Context: an optimization exercise on an open-source flow, tuned for small area, a short achievable clock period and few clock cycles per item. The choices shown serve that exercise and are no tape-out recipe.
Function was checked by simulation only, so behaviour that the tests miss may differ from the original.

==> inputs of trial 97 <==
Design ctp_gamut, start of the top module:
module ctp_gamut (
    input  wire        clk,
    input  wire        rst,
    input  wire        in_valid,
    output wire        in_ready,
    input  wire [31:0] in_r,
    input  wire [31:0] in_g,
    input  wire [31:0] in_b,
    output wire        out_valid,
    input  wire        out_ready,
    output wire [31:0] out_x0,
    output wire [31:0] out_x1,
    output wire [31:0] out_x2,
    output wire [15:0] out_y
);
clock: 25.0 ns
lec_check: 0
cap_margin: 20
core_margin: 2
core_utilization: 40
setup_slack_margin: 2
slew_margin: 20
run.sh (not shown) runs the stock make flow with config.mk's settings and CLKGATE_MAP_FILE= SYNTH_SCRIPT=/design/flow/synth_recipe.tcl, a recipe that flattens the netlist after the stock synthesis.
==> trial 54 (differences from trial 97) <==
==> flow/flow/run.sh (new file) <==
#!/bin/bash
# The standard layout (the standard.sh, standard synthesis unchanged), with
# timing repair asked to leave extra setup slack so that it shortens the
# critical paths instead of stopping as soon as the 25 ns clock is met.
set -euo pipefail
export SETUP_SLACK_MARGIN="${CTP_SETUP_MARGIN:-19}"
bash standard.sh > standard.log 2>&1
==> flow/standard.sh (new file) <==
#!/bin/bash
# synth_recipe.tcl (not shown) runs the flow's synth.tcl, then flattens the netlist and writes it again
# the make line also repeats each setting of config.mk as NAME=value (left out here)
make -C /OpenROAD-flow-scripts/flow DESIGN_CONFIG=/design/flow/config.mk WORK_HOME=/design/flow/orfs CLKGATE_MAP_FILE= SYNTH_SCRIPT=/design/flow/synth_recipe.tcl "${@:-finish}"
Settings changed: SETUP_SLACK_MARGIN 2 to default, TNS_END_PERCENT from default to 20.
removed: flow/run.sh
==> build 53 (differences from trial 97) <==
==> flow/flow/run.sh (new file) <==
#!/bin/bash
# The standard layout (the standard.sh, standard synthesis unchanged), with
# timing repair asked to leave extra setup slack so that it shortens the
# critical paths instead of stopping as soon as the 25 ns clock is met.
set -euo pipefail
export SETUP_SLACK_MARGIN="${CTP_SETUP_MARGIN:-17}"
bash standard.sh > standard.log 2>&1
==> flow/standard.sh (new file) <==
#!/bin/bash
# synth_recipe.tcl (not shown) runs the flow's synth.tcl, then flattens the netlist and writes it again
# the make line also repeats each setting of config.mk as NAME=value (left out here)
make -C /OpenROAD-flow-scripts/flow DESIGN_CONFIG=/design/flow/config.mk WORK_HOME=/design/flow/orfs CLKGATE_MAP_FILE= SYNTH_SCRIPT=/design/flow/synth_recipe.tcl "${@:-finish}"
Settings changed: SETUP_SLACK_MARGIN 2 to default, TNS_END_PERCENT from default to 5.
removed: flow/run.sh
==> comparison table <==
| metric | build 53 | trial 54 | trial 97 |
|---|---|---|---|
| Result of the run | timing/DRC/antenna clean | timing/DRC/antenna clean | timing/DRC/antenna clean |
| Fraction of layout instances using a drive strength above 1 | 8.13% | 13.3% | 6.67% |
| Crit path from | pc[2]$_SDFFE_PP1N_ | p02d[26]$_DFFE_PP_ | pc[10]$_SDFFE_PP1N_ |
| Area occupied by multi-input gates | 107,000 um^2 | 110,000 um^2 | 107,000 um^2 |
| Routability Congestion | 0.979 | 0.979 | 0.982 |
| Global-route met1 utilization | 32.7% | 33.0% | 31.9% |
| Tightest slew margin relative to the limit | 14.1% | 12.7% | 18.0% |
| DP Wirelength | 454,000 um | 454,000 um | 448,000 um |
| Final design area excluding fillers | 216,000 um^2 | 224,000 um^2 | 213,000 um^2 |
| Tmin final | 7990 ps | 7560 ps | 9630 ps |
| Instance count on the critical path | 27 | 36 | 38 |
| Clock latency on the worst-skew pair | 990 ps | 1000 ps | 970 ps |
| Setup bufs post-CTS | 37 | 308 | 0 |
| Hold Path End | p02d[29]$_DFFE_PP_ | p02d[29]$_DFFE_PP_ | x1c[17]$_DFFE_PP_ |
| 1st-iter DRT viols | 12,943 | 13,026 | 12,557 |
| Capture point of the worst reg-to-reg path | u_a2.rsa[30]$_DFFE_PN_ | u_u1.rb[7]$_DFFE_PN_ | u_u0.rb[21]$_DFFE_PN_ |
| Worst slack, placed | 15,190 ps | 15,190 ps | 15,540 ps |
Testbench counts of trial 97, summed over its fixed seeds: cycles 16,072, items 8,000.
Testbench counts of trial 54, summed over its fixed seeds: cycles 16,072, items 8,000.
Testbench counts of build 53, summed over its fixed seeds: cycles 16,072, items 8,000.

==> what the ideal ports hide <==
The flow's constraints put no driver on any port. The routed layouts listed below were extracted and timed again, unchanged, in two steps. Step 1, drivers: a clkbuf_16 drives clk and a buf_2 each remaining input, both assumed. Step 2 times the ports against the registers' clock, not the clock port: input delays grow and output delays shrink by t, the midpoint of the rising clock arrivals with the driver on. Three values: no drivers, after step 1, after step 2; two values: the first two.
run | shift t [ns] | slack for setup (ns) | worst setup path after step 2 | clock arrival spread, ns
trial 97 | 1.062 | 15.371 / 15.371 / 15.371 | register to register | 0.090 / 0.091
trial 54 | 1.067 | 17.437 / 17.437 / 17.437 | register to register | 0.104 / 0.104
build 53 | 1.065 | 17.014 / 17.014 / 17.014 | register to register | 0.103 / 0.103
After both steps every run listed still meets setup and hold.
